This design comes from an exercise in tuning for small area, a short achievable clock period and few clock cycles per item on the open sky130 flow, not from production work.
Function was checked by simulation only, so behaviour that the tests miss may differ from the original.

## yrc_canny_px
module yrc_canny_px #(
    parameter LB = 4,             
    parameter BL = 2              
) (
    input  wire         clk,
    input  wire         rst,          
    input  wire         in_valid,
    output wire         in_ready,
    input  wire [199:0] in_win,       
    input  wire [3:0]   in_border,    
    output wire         out_valid,
    input  wire         out_ready,
    output wire [10:0]  out_mag,
    output wire [1:0]   out_sector,   
    output wire [1:0]   out_class     
);
Settings: LEC_CHECK=0, ABC_AREA=1, CAP_MARGIN=20, CORE_MARGIN=2, CORE_UTILIZATION=40, CTS_CLUSTER_DIAMETER=100, CTS_CLUSTER_SIZE=20, SLEW_MARGIN=20, SYNTH_HIERARCHICAL=1; clock period 17.0 ns.
standard.sh (not shown) runs the stock make flow with config.mk's settings and CLKGATE_MAP_FILE= SYNTH_SCRIPT=/design/flow/synth_recipe.tcl, a recipe that flattens the netlist after the stock synthesis.
==> flow/flow/run.sh <==
#!/bin/bash
export SETUP_SLACK_MARGIN=12.4
export BUFFER_PORTS_ARGS="-buffer_cell sky130_fd_sc_hd__buf_1"
export CTS_ARGS="-sink_clustering_enable -repair_clock_nets -sink_clustering_size 20 -sink_clustering_max_diameter 100 -dont_use_dummy_load"
bash standard.sh > standard.log 2>&1
The starting point went through all stages and came out clean.
Testbench counts at the start, summed over its fixed seeds: cycles 12,016, items 12,000.
==> next run, changes <==
Settings changed: CORE_UTILIZATION 40 to 55.
The new run passed the timing, design-rule and antenna checks.
Clock skew came out lower by 30 ps.
Worst setup slack loses 6.4 ps.
Cell area falls by 1.3%.
Global-route usage is higher by 8.3 points.
Die area fell by 27%.
Final cell count shrinks by 7.1%.
Core utilization grows by 16 points.

---

yrc_canny_px, a different RTL version from the one above (not shown whole).
For scale: ~3200 cells after synthesis, about 0.032 mm2 of cells after synthesis.
clock: 17.0 ns
lec_check: 0
abc_area: 1
cap_margin: 20
core_margin: 2
core_utilization: 60
cts_cluster_diameter: 100
cts_cluster_size: 20
slew_margin: 20
synth_hierarchical: 1
==> flow/flow/run.sh <==
#!/bin/bash
export SETUP_SLACK_MARGIN=11.5
export BUFFER_PORTS_ARGS="-buffer_cell sky130_fd_sc_hd__buf_1"
bash standard.sh > standard.log 2>&1
Testbench counts at the start, summed over its fixed seeds: cycles 12,016, items 12,000.
Change:
==> flow/run.sh (new file) <==
#!/bin/bash
# synth_recipe.tcl (not shown) runs the flow's synth.tcl, then flattens the netlist and writes it again
# the make line also repeats each setting of config.mk as NAME=value (left out here)
make -C /OpenROAD-flow-scripts/flow DESIGN_CONFIG=/design/flow/config.mk WORK_HOME=/design/flow/orfs CLKGATE_MAP_FILE= SYNTH_SCRIPT=/design/flow/synth_recipe.tcl finish
--- a/flow/config.mk
+++ b/flow/config.mk
@@ -11,3 +11 @@
-export CORE_UTILIZATION = 60
-export CTS_CLUSTER_DIAMETER = 100
-export CTS_CLUSTER_SIZE = 20
+export CORE_UTILIZATION = 40
removed: flow/flow/run.sh
removed: flow/standard.sh
Result:
- via count went down by 5.7%
- cell count came out higher by 8.5%
- global-route usage is lower by 14 points
- die area rose by 49%
- wire length falls by 6.6%
- utilization shrinks by 21 points
- critical path depth is lower by 8
- clock skew came out higher by 39 ps
Change:
==> flow/flow/run.sh (new file) <==
#!/bin/bash
export SETUP_SLACK_MARGIN=11.5
export BUFFER_PORTS_ARGS="-buffer_cell sky130_fd_sc_hd__buf_1"
bash standard.sh > standard.log 2>&1
==> flow/standard.sh (new file) <==
#!/bin/bash
# synth_recipe.tcl (not shown) runs the flow's synth.tcl, then flattens the netlist and writes it again
# the make line also repeats each setting of config.mk as NAME=value (left out here)
make -C /OpenROAD-flow-scripts/flow DESIGN_CONFIG=/design/flow/config.mk WORK_HOME=/design/flow/orfs CLKGATE_MAP_FILE= SYNTH_SCRIPT=/design/flow/synth_recipe.tcl "${@:-finish}"
--- a/flow/config.mk
+++ b/flow/config.mk
@@ -11 +11,3 @@
-export CORE_UTILIZATION = 40
+export CORE_UTILIZATION = 45
+export CTS_CLUSTER_DIAMETER = 100
+export CTS_CLUSTER_SIZE = 25
removed: flow/run.sh
Effect: Core utilization went up by 3.9 points; register-to-register slack improved by 480 ps; worst setup slack is better by 940 ps.
Change:
--- a/flow/config.mk
+++ b/flow/config.mk
@@ -11 +11 @@
-export CORE_UTILIZATION = 45
+export CORE_UTILIZATION = 40
@@ -13 +13 @@
-export CTS_CLUSTER_SIZE = 25
+export CTS_CLUSTER_SIZE = 20
First-iteration DRC count drops by 9.9%.
Worst setup slack improved by 4.2 ps.
Sequential cell count does not change.
Utilization drops by 5.6 points.
Global-route usage drops by 2.8 points.
Final area hardly moves.
Wire length drops by 0.73%.
Synthesized area does not change.
Register-to-register slack barely changes.
Sequential share of layout area drops by 0.10 points.
Change:
==> flow/run.sh (new file) <==
#!/bin/bash
# synth_recipe.tcl (not shown) runs the flow's synth.tcl, then flattens the netlist and writes it again
# the make line also repeats each setting of config.mk as NAME=value (left out here)
make -C /OpenROAD-flow-scripts/flow DESIGN_CONFIG=/design/flow/config.mk WORK_HOME=/design/flow/orfs CLKGATE_MAP_FILE= SYNTH_SCRIPT=/design/flow/synth_recipe.tcl finish
--- a/flow/config.mk
+++ b/flow/config.mk
@@ -11,3 +11,3 @@
-export CORE_UTILIZATION = 40
-export CTS_CLUSTER_DIAMETER = 100
-export CTS_CLUSTER_SIZE = 20
+export CORE_UTILIZATION = 55
+export CTS_BUF_LIST = sky130_fd_sc_hd__clkbuf_8
+export CTS_CLUSTER_SIZE = 30
removed: flow/flow/run.sh
removed: flow/standard.sh
After rerunning: Clock skew increases by 18 ps; utilization increases by 19 points; fmax went down by 16%; setup slack degrades by 1000 ps.

---

The RTL this note starts from:
==> flow/design.v <==
module yrc_fa (
    input  wire a,
    input  wire b,
    input  wire c,
    output wire s,
    output wire co
);
    assign s  = a ^ b ^ c;
    assign co = (a & b) | (a & c) | (b & c);
endmodule
module yrc_ha (
    input  wire a,
    input  wire b,
    output wire s,
    output wire co
);
    assign s  = a ^ b;
    assign co = a & b;
endmodule
module yrc_rca #(parameter N = 8, parameter CI = 0) (
    input  wire [N-1:0] a,
    input  wire [N-1:0] b,
    output wire [N-1:0] s,
    output wire         co
);
    wire [N:0] c;
    generate
        if (CI) begin : c1
            assign s[0] = ~(a[0] ^ b[0]);
            assign c[1] = a[0] | b[0];
        end else begin : c0
            yrc_ha u_ha (.a(a[0]), .b(b[0]), .s(s[0]), .co(c[1]));
        end
    endgenerate
    genvar k;
    generate
        for (k = 1; k < N; k = k + 1) begin : fa
            yrc_fa u_fa (.a(a[k]), .b(b[k]), .c(c[k]), .s(s[k]), .co(c[k+1]));
        end
    endgenerate
    assign co = c[N];
endmodule
module yrc_canny_px #(
    parameter IN_REG = 1
) (
    input  wire         clk,
    input  wire         rst,          
    input  wire         in_valid,
    output wire         in_ready,
    input  wire [199:0] in_win,       
    input  wire [3:0]   in_border,    
    output wire         out_valid,
    input  wire         out_ready,
    output wire [10:0]  out_mag,
    output wire [1:0]   out_sector,   
    output wire [1:0]   out_class     
);
    localparam integer NST   = IN_REG ? 3 : 2;    
    localparam integer DEPTH = NST + 2;           
    reg  rdy;
    wire acc = in_valid & rdy;
    assign in_ready = rdy;
    reg  [199:0] win_q;
    reg  [3:0]   bd0_q;
    reg          v0_q;
    wire [199:0] win;
    wire [3:0]   bd0;
    wire         v0;
    generate
        if (IN_REG) begin : g_in
            always @(posedge clk) begin
                win_q <= in_win;
                bd0_q <= in_border;
                v0_q  <= acc & ~rst;
            end
            assign win = win_q;
            assign bd0 = bd0_q;
            assign v0  = v0_q & ~rst;
        end else begin : g_noin
            assign win = in_win;
            assign bd0 = in_border;
            assign v0  = acc;
        end
    endgenerate
    wire [8:0] hp [0:19];
    wire [9:0] bx [0:15];
    genvar p, q;
    generate
        for (q = 0; q < 5; q = q + 1) begin : hrow
            for (p = 0; p < 4; p = p + 1) begin : hcol
                yrc_rca #(8) u_a (.a(win[8*(5*q+p) +: 8]), .b(win[8*(5*q+p+1) +: 8]),
                                  .s(hp[4*q+p][7:0]), .co(hp[4*q+p][8]));
            end
        end
        for (q = 0; q < 4; q = q + 1) begin : brow
            for (p = 0; p < 4; p = p + 1) begin : bcol
                yrc_rca #(9) u_a (.a(hp[4*q+p]), .b(hp[4*(q+1)+p]),
                                  .s(bx[4*q+p][8:0]), .co(bx[4*q+p][9]));
            end
        end
    endgenerate
    wire [10:0] u [0:8];
    wire [10:0] v [0:8];
    genvar a, b;
    generate
        for (b = 1; b < 4; b = b + 1) begin : prow
            for (a = 1; a < 4; a = a + 1) begin : pcol
                wire [9:0] up = (a == 2) ? bx[4*b+a]       : bx[4*(b-1)+a-1];
                wire [9:0] un = (a == 2) ? bx[4*(b-1)+a-1] : bx[4*b+a];
                wire [9:0] vp = (a == 2) ? bx[4*(b-1)+a]   : bx[4*b+a-1];
                wire [9:0] vn = (a == 2) ? bx[4*b+a-1]     : bx[4*(b-1)+a];
                wire cu, cv;
                yrc_rca #(10, 1) u_u (.a(up), .b(~un), .s(u[3*(b-1)+(a-1)][9:0]), .co(cu));
                yrc_rca #(10, 1) u_v (.a(vp), .b(~vn), .s(v[3*(b-1)+(a-1)][9:0]), .co(cv));
                assign u[3*(b-1)+(a-1)][10] = ~cu;
                assign v[3*(b-1)+(a-1)][10] = ~cv;
            end
        end
    endgenerate
    wire [9:0] nu, nv;
    yrc_rca #(10, 1) u_nu (.a(bx[5]), .b(~bx[10]), .s(nu), .co());
    yrc_rca #(10, 1) u_nv (.a(bx[9]), .b(~bx[6]),  .s(nv), .co());
    reg [10:0] u1 [0:8];
    reg [10:0] v1 [0:8];
    reg [9:0]  nu1, nv1;
    reg [3:0]  bd1;
    reg        v1_q;
    integer k;
    always @(posedge clk) begin
        for (k = 0; k < 9; k = k + 1) begin
            u1[k] <= u[k];
            v1[k] <= v[k];
        end
        nu1  <= nu;
        nv1  <= nv;
        bd1  <= bd0;
        v1_q <= v0 & ~rst;
    end
    wire [10:0] uc = u1[4];
    wire [10:0] vc = v1[4];
    wire su = uc[10], sv = vc[10];
    wire [9:0] au = su ? nu1 : uc[9:0];             
    wire [9:0] av = sv ? nv1 : vc[9:0];
    wire a_ge_b = (au >= av);
    wire [9:0] h  = a_ge_b ? au : av;
    wire [9:0] mn = a_ge_b ? av : au;
    wire [11:0] ho  = {2'b10, h};                   
    wire hnz = |h;
    wire [9:0]  aum = au - 10'd1;
    wire [9:0]  avm = av - 10'd1;
    wire [11:0] hmo = {hnz, ~hnz, a_ge_b ? aum : avm};  
    wire [8:0] gt, ge;
    genvar n, m;
    generate
        for (n = 0; n < 9; n = n + 1) begin : nb
            if (n != 4) begin : t
                wire [11:0] uo = {~u1[n][10], u1[n]};   
                wire [11:0] vo = {~v1[n][10], v1[n]};
                wire ci = (n == 5 || n == 7);           
                wire [12:0] k1, k2, k3, k4;
                assign k1[0] = ci;
                assign k2[0] = ci;
                assign k3[0] = ci;
                assign k4[0] = ci;
                for (m = 0; m < 12; m = m + 1) begin : cb
                    assign k1[m+1] = (ho[m] & ~uo[m]) | (ho[m] & k1[m]) | (~uo[m] & k1[m]);
                    assign k2[m+1] = (hmo[m] & uo[m]) | (hmo[m] & k2[m]) | (uo[m] & k2[m]);
                    assign k3[m+1] = (ho[m] & ~vo[m]) | (ho[m] & k3[m]) | (~vo[m] & k3[m]);
                    assign k4[m+1] = (hmo[m] & vo[m]) | (hmo[m] & k4[m]) | (vo[m] & k4[m]);
                end
                assign gt[n] = k1[12] & k2[12] & k3[12] & k4[12];
            end else begin : c
                assign gt[n] = 1'b0;
            end
        end
    endgenerate
    wire lf = bd1[0], rt = bd1[1], tp = bd1[2], bt = bd1[3];
    wire [7:0] nt;
    assign nt[0] = lf          ? hnz  : gt[3];    
    assign nt[1] = rt          ? 1'b1 : gt[5];    
    assign nt[2] = tp          ? hnz  : gt[1];    
    assign nt[3] = bt          ? 1'b1 : gt[7];    
    assign nt[4] = (lf | tp)   ? hnz  : gt[0];    
    assign nt[5] = (rt | bt)   ? hnz  : gt[8];    
    assign nt[6] = (rt | tp)   ? hnz  : gt[2];    
    assign nt[7] = (lf | bt)   ? hnz  : gt[6];    
    reg [9:0] h2, mn2;
    reg [7:0] nt2;
    reg       ab2, su2, sv2, v2_q;
    always @(posedge clk) begin
        h2   <= h;
        mn2  <= mn;
        nt2  <= nt;
        ab2  <= a_ge_b;
        su2  <= su;
        sv2  <= sv;
        v2_q <= v1_q & ~rst;
    end
    wire [25:0] t0 = {16'd0, h2};
    wire [25:0] t1 = {14'd0, h2, 2'd0};
    wire [25:0] t2 = {8'd0, h2, 8'd0};
    wire [25:0] t3 = {6'd0, h2, 10'd0};
    wire [25:0] t4 = {4'd0, h2, 12'd0};
    wire [25:0] t5 = {3'd0, h2, 13'd0};
    wire [25:0] t6 = ~{1'b0, mn2, 15'd0};
    function [51:0] csa;                            
        input [25:0] x, y, z;
        csa = {((x & y) | (x & z) | (y & z)) << 1, x ^ y ^ z};
    endfunction
    wire [25:0] s1, c1, s2, c2, s3, c3, s4, c4, s5, c5;
    assign {c1, s1} = csa(t0, t1, t2);
    assign {c2, s2} = csa(t3, t4, t5);
    assign {c3, s3} = csa(s1, c1, s2);
    assign {c4, s4} = csa(c2, t6, s3);
    assign {c5, s5} = csa(s4, c4, c3);
    wire [25:0] dif = s5 + c5 + 26'd1;
    wire diag = ~dif[25];
    wire [1:0] sector = diag ? (ab2 ? 2'd2 : 2'd3) : ((su2 == sv2) ? 2'd0 : 2'd1);
    reg is_max;
    always @(*) begin
        case (sector)
            2'd0:    is_max = nt2[0] & nt2[1];
            2'd1:    is_max = nt2[2] & nt2[3];
            2'd2:    is_max = nt2[4] & nt2[5];
            default: is_max = nt2[6] & nt2[7];
        endcase
    end
    wire [1:0] cls = (h2 > 10'd25 && is_max) ? ((h2 > 10'd75) ? 2'd2 : 2'd1) : 2'd0;
    reg  [13:0] fifo [0:DEPTH-1];
    reg  [2:0]  wp, rp, cnt, outst;
    wire        wr   = v2_q;
    wire        xfer = (cnt != 3'd0) & out_ready;
    always @(posedge clk) begin
        if (wr) fifo[wp] <= {cls, sector, h2};
    end
    wire [2:0] outst_n = outst + {2'd0, acc} - {2'd0, xfer};
    always @(posedge clk) begin
        if (rst) begin
            wp <= 3'd0; rp <= 3'd0; cnt <= 3'd0; outst <= 3'd0; rdy <= 1'b1;
        end else begin
            if (wr)   wp <= (wp == DEPTH-1) ? 3'd0 : wp + 3'd1;
            if (xfer) rp <= (rp == DEPTH-1) ? 3'd0 : rp + 3'd1;
            cnt   <= cnt + {2'd0, wr} - {2'd0, xfer};
            outst <= outst_n;
            rdy   <= xfer ? 1'b1 : acc ? (outst < DEPTH - 1) : (outst < DEPTH);
        end
    end
    wire [13:0] head = fifo[rp];
    assign out_valid  = (cnt != 3'd0);
    assign out_mag    = {head[9:0], 1'b0};
    assign out_sector = head[11:10];
    assign out_class  = head[13:12];
endmodule
Settings: LEC_CHECK=0, ABC_AREA=1, CAP_MARGIN=20, CORE_MARGIN=2, CORE_UTILIZATION=40, CTS_CLUSTER_DIAMETER=100, CTS_CLUSTER_SIZE=20, SLEW_MARGIN=20, SYNTH_HIERARCHICAL=1; clock period 17.0 ns.
==> flow/flow/run.sh <==
#!/bin/bash
export SETUP_SLACK_MARGIN=11.8
export BUFFER_PORTS_ARGS="-buffer_cell sky130_fd_sc_hd__buf_1"
bash standard.sh > standard.log 2>&1
Testbench counts at the start, summed over its fixed seeds: cycles 12,016, items 12,000.
Next try:
==> flow/flow/run.sh (replaced) <==
#!/bin/bash
export SETUP_SLACK_MARGIN=11.2
export BUFFER_PORTS_ARGS="-buffer_cell sky130_fd_sc_hd__buf_1"
bash standard.sh > standard.log 2>&1
Outcome:
- The changed run completed with no timing, DRC or antenna violations
- non-clock buffer count falls by 72
- via count decreases by 2.5%
- worst setup slack got worse by 0.27 ns
- final cell count went down by 1.6%
- sequential share of layout area came out higher by 1.7 points
- die area stays the same
- design area goes down by 5.5%
Next try:
==> flow/run.sh (new file) <==
#!/bin/bash
# synth_recipe.tcl (not shown) runs the flow's synth.tcl, then flattens the netlist and writes it again
# the make line also repeats each setting of config.mk as NAME=value (left out here)
make -C /OpenROAD-flow-scripts/flow DESIGN_CONFIG=/design/flow/config.mk WORK_HOME=/design/flow/orfs CLKGATE_MAP_FILE= SYNTH_SCRIPT=/design/flow/synth_recipe.tcl finish
removed: flow/flow/run.sh
removed: flow/standard.sh
After rerunning:
- hold slack is about the same
- setup slack got worse by 0.59 ns
- critical path depth goes down by 7

[afterwards: timing with drivers on the ports]
Ports are ideal in the flow. The routed layouts listed here were re-timed in OpenROAD. Step 1 sets driving cells, clkbuf_16 on the clock port and buf_2 on the other inputs (assumed; they add their load-dependent delay and slew). Step 2 adds t to the input delays and takes it off the output delays; t is the mean of the earliest and latest rising clock arrival at the registers after step 1. Input paths then give back, and output paths get back, about the clock's delay inside the block. Slacks: ideal / step 1 / step 2; pairs: ideal / step 1.
run | t, ns | setup WS [ns] | hold slack, ns | clock arrival spread, ns
the first run of note 1 | 0.660 | 12.447 / 12.389 / 11.826 | 0.331 / 0.331 / 0.331 | 0.081 / 0.081
the second run of note 1 | 0.667 | 12.441 / 12.396 / 11.836 | 0.332 / 0.332 / 0.332 | 0.051 / 0.051
the first run of note 2 | 0.688 | 11.326 / 11.326 / 11.326 | 0.334 / 0.334 / 0.334 | 0.033 / 0.033
the second run of note 2 | 0.708 | 10.589 / 10.529 / 11.051 | 0.324 / 0.324 / 0.324 | 0.074 / 0.074
the third run of note 2 | 0.692 | 11.529 / 11.516 / 11.529 | 0.334 / 0.334 / 0.334 | 0.052 / 0.052
the fourth run of note 2 | 0.639 | 11.533 / 11.533 / 11.533 | 0.335 / 0.335 / 0.335 | 0.048 / 0.047
the fifth run of note 2 | 0.764 | 10.523 / 10.461 / 10.840 | 0.329 / 0.329 / 0.329 | 0.045 / 0.045
the first run of note 3 | 0.649 | 11.544 / 11.544 / 11.544 | 0.332 / 0.332 / 0.332 | 0.051 / 0.050
the second run of note 3 | 0.637 | 11.276 / 11.276 / 11.276 | 0.335 / 0.335 / 0.335 | 0.044 / 0.045
the third run of note 3 | 0.639 | 10.685 / 10.625 / 11.078 | 0.335 / 0.335 / 0.335 | 0.048 / 0.047
After both steps every run listed still meets setup and hold. For the first run of note 1, which loses most, drivers alone change the setup slack by -0.058 ns; drivers and shift together by -0.621 ns.
